This design comes from an exercise in tuning for small area, a short achievable clock period and few clock cycles on the open sky130 flow, not from production work. Power is estimated from default activity; no workload was simulated.

==> inputs of v20 <==
// vcore
module vcore (
    input  wire        clk,
    input  wire        rst,
    input  wire        mode_no_site_id,
    input  wire        mode_spad_mon,
    input  wire        mode_bs_relaxed,
    input  wire        cfg_valid,
    input  wire [11:0] cfg_def,
    output reg  [2:0]  cfg_err,
    output reg  [2:0]  nmod,
    output reg  [7:0]  frame_words,
    input  wire        in_valid,
    output wire        in_ready,
    input  wire [31:0] in_data,
    output reg         res_valid,
    output reg  [1:0]  res_mod,
    output reg         res_ok,
    output reg         res_es,
    output reg  [5:0]  res_ec,
    output reg  [6:0]  res_spad_chg,
    output reg         res_bs_ran,
    output reg         res_bs_disc,
    output reg  [1:0]  res_aux_chg,
    output reg  [31:0] res_seq
);
==> flow/config.mk <==
export PLATFORM = sky130hd
export DESIGN_NAME = vcore
export DESIGN_NICKNAME = vcore
export VERILOG_FILES = /design/flow/design.v
export SDC_FILE = /design/flow/constraint.sdc
export NUM_CORES = 4
export LEC_CHECK = 0
export CAP_MARGIN = 20
export CORE_MARGIN = 2
export CORE_UTILIZATION = 60
export CTS_CLUSTER_DIAMETER = 80
export CTS_CLUSTER_SIZE = 30
export SLEW_MARGIN = 20
export TNS_END_PERCENT = 10
==> flow/constraint.sdc <==
create_clock -name core_clock -period 10.0 [get_ports {clk}]
set_input_delay 2.0000 -clock core_clock [delete_from_list [all_inputs] [get_ports {clk}]]
set_output_delay 2.0000 -clock core_clock [all_outputs]
set_load 0.01 [all_outputs]
standard.sh (not shown) runs the stock make flow with config.mk's settings and CLKGATE_MAP_FILE= SYNTH_SCRIPT=/design/flow/synth_recipe.tcl, a recipe that flattens the netlist after the stock synthesis.
==> flow/flow/run.sh <==
#!/bin/bash
set -euo pipefail
bash standard.sh SETUP_SLACK_MARGIN=7.0 'BUFFER_PORTS_ARGS=-buffer_cell sky130_fd_sc_hd__buf_2' finish > standard.log 2>&1
==> v27 (differences from v20) <==
--- a/flow/design.v
+++ b/flow/design.v
@@ -50,16 +50,29 @@
     wire       ca2 =  cfg_def[3] &  cfg_def[4];
     wire       cb0 = ~cfg_def[5] & ~cfg_def[6];
     wire       cb1 =  cfg_def[5] ^  cfg_def[6];
     wire       cb2 =  cfg_def[5] &  cfg_def[6];
     wire [2:0] cd_n;
     assign cd_n[0] = ca1 ^ cb1;
     assign cd_n[1] = (ca2 & cb0) | (ca1 & cb1) | (ca0 & cb2) | (ca2 & cb1) | (ca1 & cb2);
     assign cd_n[2] = ca2 & cb2;
+    wire [2:0] cu  = cfg_def[7:5];
+    wire       ct0 = (cu == 3'b000);
+    wire       ct1 = (cu == 3'b001) | (cu == 3'b010) | (cu == 3'b100);
+    wire       ct2 = (cu == 3'b011) | (cu == 3'b101) | (cu == 3'b110);
+    wire       ct3 = (cu == 3'b111);
+    wire [5:0] cqh;                      
+    assign cqh[0] = ca0 & ct0;
+    assign cqh[1] = (ca1 & ct0) | (ca0 & ct1);
+    assign cqh[2] = (ca2 & ct0) | (ca1 & ct1) | (ca0 & ct2);
+    assign cqh[3] = (ca2 & ct1) | (ca1 & ct2) | (ca0 & ct3);
+    assign cqh[4] = (ca2 & ct2) | (ca1 & ct3);
+    assign cqh[5] = ca2 & ct3;
+    wire [2:0] cd_q = {cqh[4] | cqh[5], cqh[2] | cqh[3], cqh[1] | cqh[3] | cqh[5]};
     wire       cd_s    = cfg_def[7];
     wire       cd_p    = cfg_def[8];
     wire       cd_sf   = cfg_def[9];
     wire       cd_l    = cfg_def[10];
     wire       cd_m    = cfg_def[11];
     wire       cd_n4   = &cfg_def[6:3];
     wire       cd_len0 = ~|cfg_def[8:3];
     reg [2:0] cd_err;
@@ -68,75 +81,57 @@
         else if (cd_site == 3'd7)        cd_err = 3'd2;
         else if (cd_l && cd_m)           cd_err = 3'd3;
         else if (cd_len0)                cd_err = 3'd4;
         else if ((cd_l || cd_m) && !cd_n4) cd_err = 3'd5;
         else                             cd_err = 3'd0;
     end
     wire cd_ok = !nmod[2] && (cd_site != 3'd7) && !(cd_l && cd_m) && !cd_len0 &&
                  !((cd_l || cd_m) && !cd_n4);
-    wire [2:0] cu  = cfg_def[7:5];
-    wire       ct0 = (cu == 3'b000);
-    wire       ct1 = (cu == 3'b001) | (cu == 3'b010) | (cu == 3'b100);
-    wire       ct2 = (cu == 3'b011) | (cu == 3'b101) | (cu == 3'b110);
-    wire       ct3 = (cu == 3'b111);
-    wire [5:0] cqh;
-    assign cqh[0] = ca0 & ct0;
-    assign cqh[1] = (ca1 & ct0) | (ca0 & ct1);
-    assign cqh[2] = (ca2 & ct0) | (ca1 & ct1) | (ca0 & ct2);
-    assign cqh[3] = (ca2 & ct1) | (ca1 & ct2) | (ca0 & ct3);
-    assign cqh[4] = (ca2 & ct2) | (ca1 & ct3);
-    assign cqh[5] = ca2 & ct3;
-    wire [2:0] fw_l0 = frame_words[2:0];
-    wire [2:0] fw_l1 = fw_l0 + 3'd1;
-    wire       fw_e  = &fw_l0;                
-    wire [4:0] fw_h [0:6];
-    assign fw_h[0] = frame_words[7:3];
-    assign fw_h[1] = frame_words[7:3] + 5'd1;
-    assign fw_h[2] = frame_words[7:3] + 5'd2;
-    assign fw_h[3] = frame_words[7:3] + 5'd3;
-    assign fw_h[4] = frame_words[7:3] + 5'd4;
-    assign fw_h[5] = frame_words[7:3] + 5'd5;
-    assign fw_h[6] = frame_words[7:3] + 5'd6;
-    reg [4:0] fw_hp0, fw_hp1;                 
-    integer j;
-    always @* begin
-        fw_hp0 = 5'd0; fw_hp1 = 5'd0;
-        for (j = 0; j < 6; j = j + 1) begin
-            fw_hp0 = fw_hp0 | ({5{cqh[j]}} & fw_h[j]);
-            fw_hp1 = fw_hp1 | ({5{cqh[j]}} & (fw_e ? fw_h[j+1] : fw_h[j]));
-        end
-    end
-    wire [7:0] fw_new = cd_p ? {fw_hp1, fw_l1} : {fw_hp0, fw_l0};
+    wire [2:0] fw_lo = frame_words[2:0] + {2'b00, cd_p};
+    wire       fw_c  = cd_p & (&frame_words[2:0]);
+    wire [6:0] fw_sel = fw_c ? {cqh, 1'b0} : {1'b0, cqh};
+    wire [4:0] fw_h0 = frame_words[7:3];
+    wire [4:0] fw_h1 = fw_h0 + 5'd1;
+    wire [4:0] fw_h2 = fw_h0 + 5'd2;
+    wire [4:0] fw_h3 = fw_h0 + 5'd3;
+    wire [4:0] fw_h4 = fw_h0 + 5'd4;
+    wire [4:0] fw_h5 = fw_h0 + 5'd5;
+    wire [4:0] fw_h6 = fw_h0 + 5'd6;
+    wire [4:0] fw_hi = ({5{fw_sel[0]}} & fw_h0) | ({5{fw_sel[1]}} & fw_h1) |
+                       ({5{fw_sel[2]}} & fw_h2) | ({5{fw_sel[3]}} & fw_h3) |
+                       ({5{fw_sel[4]}} & fw_h4) | ({5{fw_sel[5]}} & fw_h5) |
+                       ({5{fw_sel[6]}} & fw_h6);
     reg [2:0] d_site [0:NMOD-1];
     reg [2:0] d_n    [0:NMOD-1];
     reg       d_s    [0:NMOD-1];
     reg       d_p    [0:NMOD-1];
     reg       d_sf   [0:NMOD-1];
     reg       d_bs   [0:NMOD-1];
     reg       d_msb  [0:NMOD-1];
     reg       d_spm  [0:NMOD-1];
+    reg [2:0] d_q    [0:NMOD-1];    
     reg [2:0] nsp;       
     always @(posedge clk) begin
         for (k = 0; k < NMOD; k = k + 1)
             if (cfg_valid && nmod == k) begin
                 d_site[k] <= cd_site; d_n[k] <= cd_n; d_s[k] <= cd_s; d_p[k] <= cd_p;
                 d_sf[k] <= cd_sf; d_bs[k] <= cd_l | cd_m; d_msb[k] <= cd_m;
-                d_spm[k] <= mode_spad_mon;
+                d_spm[k] <= mode_spad_mon; d_q[k] <= cd_q;
             end
         if (rst) begin
             nmod        <= 3'd0;
             frame_words <= 8'd0;
             cfg_err     <= 3'd0;
             nsp         <= 3'd0;
         end else if (cfg_valid) begin
             cfg_err <= cd_err;
             if (cd_ok) begin
                 nmod        <= nmod + 3'd1;
-                frame_words <= fw_new;
+                frame_words <= {fw_hi, fw_lo};
                 nsp         <= nsp + {2'b00, cd_s & mode_spad_mon};
             end
         end
     end
     reg [31:0] lc   [0:NMOD-1];   
     reg [NMOD-1:0] lc_v;          
     reg       rdy;
     reg [1:0] cur_m;
@@ -144,22 +139,19 @@
     assign in_ready = rdy;
     wire acc = in_valid && rdy;
     wire [2:0] m_site = d_site[cur_m];
     wire [2:0] m_n    = d_n[cur_m];
     wire       m_s    = d_s[cur_m];
     wire       m_p    = d_p[cur_m];
     wire       m_sf   = d_sf[cur_m];
     wire       m_spm  = d_spm[cur_m];
-    wire [2:0] ib      = cur_i[5:3];
-    wire       ib_n    = (ib == m_n);
-    wire       ib_n1   = (ib == m_n + 3'd1);
-    wire       ib_nm1  = (ib + 3'd1 == m_n);
-    wire       t_last  = m_p ? ((m_s ? ib_n1 : ib_n) && cur_i[2:0] == 3'd0)
-                             : ((m_s ? ib_n : ib_nm1) && cur_i[2:0] == 3'd7);
+    wire [2:0] m_q    = d_q[cur_m];
+    wire       t_last  = m_p ? (cur_i[5:3] == m_q && cur_i[2:0] == 3'd0)
+                             : (cur_i[5:3] == m_q - 3'd1 && cur_i[2:0] == 3'd7);
     wire       t_first = (cur_i == 6'd0);
     wire       t_win   = (cur_i[5:2] == 4'd0);
     wire       t_i3    = (cur_i == 6'd3);
     wire [5:0] n8      = {m_n, 3'b000};
     wire [5:0] n4      = {1'b0, m_n, 2'b00};
     wire       t_id    = (cur_i < n8);
     wire       t_hi    = (cur_i >= n4);
     wire [3:0] kk      = t_hi ? ({m_n, 1'b0} - 4'd1 - cur_i[5:2]) : cur_i[5:2];
TNS_END_PERCENT = not set   (was 10)
==> v7 (differences from v20) <==
--- a/flow/design.v
+++ b/flow/design.v
@@ -40,44 +40,36 @@
         end
     endfunction
     reg nsi_q, bsr_q;
     always @(posedge clk) begin
         nsi_q <= mode_no_site_id;
         bsr_q <= mode_bs_relaxed;
     end
     wire [2:0] cd_site = cfg_def[2:0];
-    wire       ca0 = ~cfg_def[3] & ~cfg_def[4];
-    wire       ca1 =  cfg_def[3] ^  cfg_def[4];
-    wire       ca2 =  cfg_def[3] &  cfg_def[4];
-    wire       cb0 = ~cfg_def[5] & ~cfg_def[6];
-    wire       cb1 =  cfg_def[5] ^  cfg_def[6];
-    wire       cb2 =  cfg_def[5] &  cfg_def[6];
-    wire [2:0] cd_n;
-    assign cd_n[0] = ca1 ^ cb1;
-    assign cd_n[1] = (ca2 & cb0) | (ca1 & cb1) | (ca0 & cb2) | (ca2 & cb1) | (ca1 & cb2);
-    assign cd_n[2] = ca2 & cb2;
     wire       cd_s    = cfg_def[7];
     wire       cd_p    = cfg_def[8];
-    wire       cd_sf   = cfg_def[9];
     wire       cd_l    = cfg_def[10];
     wire       cd_m    = cfg_def[11];
     wire       cd_n4   = &cfg_def[6:3];
     wire       cd_len0 = ~|cfg_def[8:3];
     reg [2:0] cd_err;
     always @* begin
         if (nmod[2])                     cd_err = 3'd1;
         else if (cd_site == 3'd7)        cd_err = 3'd2;
         else if (cd_l && cd_m)           cd_err = 3'd3;
         else if (cd_len0)                cd_err = 3'd4;
         else if ((cd_l || cd_m) && !cd_n4) cd_err = 3'd5;
         else                             cd_err = 3'd0;
     end
     wire cd_ok = !nmod[2] && (cd_site != 3'd7) && !(cd_l && cd_m) && !cd_len0 &&
                  !((cd_l || cd_m) && !cd_n4);
+    wire       ca0 = ~cfg_def[3] & ~cfg_def[4];
+    wire       ca1 =  cfg_def[3] ^  cfg_def[4];
+    wire       ca2 =  cfg_def[3] &  cfg_def[4];
     wire [2:0] cu  = cfg_def[7:5];
     wire       ct0 = (cu == 3'b000);
     wire       ct1 = (cu == 3'b001) | (cu == 3'b010) | (cu == 3'b100);
     wire       ct2 = (cu == 3'b011) | (cu == 3'b101) | (cu == 3'b110);
     wire       ct3 = (cu == 3'b111);
     wire [5:0] cqh;
     assign cqh[0] = ca0 & ct0;
     assign cqh[1] = (ca1 & ct0) | (ca0 & ct1);
@@ -102,29 +94,30 @@
         fw_hp0 = 5'd0; fw_hp1 = 5'd0;
         for (j = 0; j < 6; j = j + 1) begin
             fw_hp0 = fw_hp0 | ({5{cqh[j]}} & fw_h[j]);
             fw_hp1 = fw_hp1 | ({5{cqh[j]}} & (fw_e ? fw_h[j+1] : fw_h[j]));
         end
     end
     wire [7:0] fw_new = cd_p ? {fw_hp1, fw_l1} : {fw_hp0, fw_l0};
     reg [2:0] d_site [0:NMOD-1];
-    reg [2:0] d_n    [0:NMOD-1];
+    reg [3:0] d_abcd [0:NMOD-1];
     reg       d_s    [0:NMOD-1];
     reg       d_p    [0:NMOD-1];
     reg       d_sf   [0:NMOD-1];
-    reg       d_bs   [0:NMOD-1];
-    reg       d_msb  [0:NMOD-1];
+    reg       d_l    [0:NMOD-1];
+    reg       d_m    [0:NMOD-1];
     reg       d_spm  [0:NMOD-1];
     reg [2:0] nsp;       
     always @(posedge clk) begin
         for (k = 0; k < NMOD; k = k + 1)
             if (cfg_valid && nmod == k) begin
-                d_site[k] <= cd_site; d_n[k] <= cd_n; d_s[k] <= cd_s; d_p[k] <= cd_p;
-                d_sf[k] <= cd_sf; d_bs[k] <= cd_l | cd_m; d_msb[k] <= cd_m;
+                d_site[k] <= cfg_def[2:0]; d_abcd[k] <= cfg_def[6:3];
+                d_s[k] <= cfg_def[7]; d_p[k] <= cfg_def[8]; d_sf[k] <= cfg_def[9];
+                d_l[k] <= cfg_def[10]; d_m[k] <= cfg_def[11];
                 d_spm[k] <= mode_spad_mon;
             end
         if (rst) begin
             nmod        <= 3'd0;
             frame_words <= 8'd0;
             cfg_err     <= 3'd0;
             nsp         <= 3'd0;
         end else if (cfg_valid) begin
@@ -139,27 +132,27 @@
     reg [31:0] lc   [0:NMOD-1];   
     reg [NMOD-1:0] lc_v;          
     reg       rdy;
     reg [1:0] cur_m;
     reg [5:0] cur_i;
     assign in_ready = rdy;
     wire acc = in_valid && rdy;
     wire [2:0] m_site = d_site[cur_m];
-    wire [2:0] m_n    = d_n[cur_m];
+    wire [3:0] m_abcd = d_abcd[cur_m];
     wire       m_s    = d_s[cur_m];
     wire       m_p    = d_p[cur_m];
     wire       m_sf   = d_sf[cur_m];
     wire       m_spm  = d_spm[cur_m];
-    wire [2:0] ib      = cur_i[5:3];
-    wire       ib_n    = (ib == m_n);
-    wire       ib_n1   = (ib == m_n + 3'd1);
-    wire       ib_nm1  = (ib + 3'd1 == m_n);
-    wire       t_last  = m_p ? ((m_s ? ib_n1 : ib_n) && cur_i[2:0] == 3'd0)
-                             : ((m_s ? ib_n : ib_nm1) && cur_i[2:0] == 3'd7);
+    wire [2:0] m_n    = {2'b00, m_abcd[0]} + {2'b00, m_abcd[1]} +
+                        {2'b00, m_abcd[2]} + {2'b00, m_abcd[3]};
+    wire [2:0] m_q    = m_n + {2'b00, m_s};
+    wire [2:0] m_qm   = m_q - 3'd1;
+    wire       t_last  = m_p ? (cur_i[5:3] == m_q && cur_i[2:0] == 3'd0)
+                             : (cur_i[5:3] == m_qm && cur_i[2:0] == 3'd7);
     wire       t_first = (cur_i == 6'd0);
     wire       t_win   = (cur_i[5:2] == 4'd0);
     wire       t_i3    = (cur_i == 6'd3);
     wire [5:0] n8      = {m_n, 3'b000};
     wire [5:0] n4      = {1'b0, m_n, 2'b00};
     wire       t_id    = (cur_i < n8);
     wire       t_hi    = (cur_i >= n4);
     wire [3:0] kk      = t_hi ? ({m_n, 1'b0} - 4'd1 - cur_i[5:2]) : cur_i[5:2];
@@ -187,18 +180,18 @@
         s0_first <= t_first;
         s0_win   <= t_win;
         s0_i3    <= t_i3;
         s0_id    <= t_id;
         s0_sc    <= t_sc;
         s0_sp    <= t_sp;
         s0_pend1 <= t_pend1;
         s0_pend2 <= t_pend2;
-        s0_bs    <= d_bs[cur_m];
-        s0_msb   <= d_msb[cur_m];
+        s0_bs    <= d_l[cur_m] | d_m[cur_m];
+        s0_msb   <= d_m[cur_m];
         s0_idb   <= t_idb;
         s0_lce   <= lc_v[cur_m] ? lc[cur_m] : 32'd0;
         if (rst) begin
             rdy   <= 1'b0;
             s0_v  <= 1'b0;
             cur_m <= 2'd0;
             cur_i <= 6'd0;
         end else begin
CTS_CLUSTER_DIAMETER = 60   (was 80)
CTS_CLUSTER_SIZE = 24   (was 30)
TNS_END_PERCENT = not set   (was 10)
==> summary.txt <==
Cells and area
  – Ant diodes: 2

Floorplanning
  – Core Footprint: 0.105 sq mm

Pwr
  – Pleak: 22.1 nW
  – Int Power: 0.00950 W

Status
  – Status: complete, no violations

Worst setup path
  – CP Launch Point: cfg_def[3]

Synth
  – Seq/Total Area, Yosys: 80.5%
  – Yosys reg bits: 1760

Routing
  – M1 WL: 56500 microns
[end of results for v20]
==> summary.txt <==
Floorplanning
  – Core Footprint: 0.105 sq mm

Routing
  – WL met3: 5780 microns
  – M1 WL: 55900 microns

Status
  – Status: complete, no violations

Pwr
  – Sw frac: 19.6%
  – Pleak: 22.5 nW

Cells and area
  – Ant diodes: 0

Synth
  – Seq/Total Area, Yosys: 80.9%
  – Yosys reg bits: 1772

Worst setup path
  – Family with the most delay on the worst path: compound AO/OA/AOI/OAI gates
[end of results for v27]
==> summary.txt <==
Synth
  – Yosys reg bits: 1764
  – Seq/Total Area, Yosys: 79.9%

CTS
  – Max clock buf depth: 3

Cells and area
  – Ant diodes: 1

Routing
  – M1 WL: 57100 microns

Worst setup path
  – CP Launch Point: cur_m[0]

Pwr
  – Pleak: 23.8 nW

Status
  – Status: complete, no violations

Floorplanning
  – Core Footprint: 0.105 sq mm
[end of results for v7]
No functional check of the RTL was part of any run of this note.

## afterwards: timing with drivers on the ports
In the flow no input, the clock included, has a driving cell. The finished layouts below were timed again as built, in two steps.
Step 1 (the two cells are an assumption about what drives the block):
set clk [get_ports {clk}]
set_driving_cell -lib_cell sky130_fd_sc_hd__clkbuf_16 $clk
set_driving_cell -lib_cell sky130_fd_sc_hd__buf_2 [delete_from_list [all_inputs] $clk]
Step 2, shift: input delay + t, output delay - t, t = (earliest + latest rising clock arrival at the registers) / 2. This alone moves slack from input paths to output paths.
a / b / c = ideal ports / drivers / drivers and shift; a / b = the first two.
run | t, ns | setup slack, ns | worst slew at a driven data input, ns
v20 | 0.740 | 6.800 / 6.729 / 6.074 | 0.12
v27 | 0.736 | 6.784 / 6.755 / 6.065 | 0.07
v7 | 0.787 | 5.820 / 5.820 / 5.820 | 0.10
After both steps setup and hold are still met in every run listed. The setup slack of v20, which loses most, moves by -0.071 ns with the drivers and by -0.726 ns with both steps.
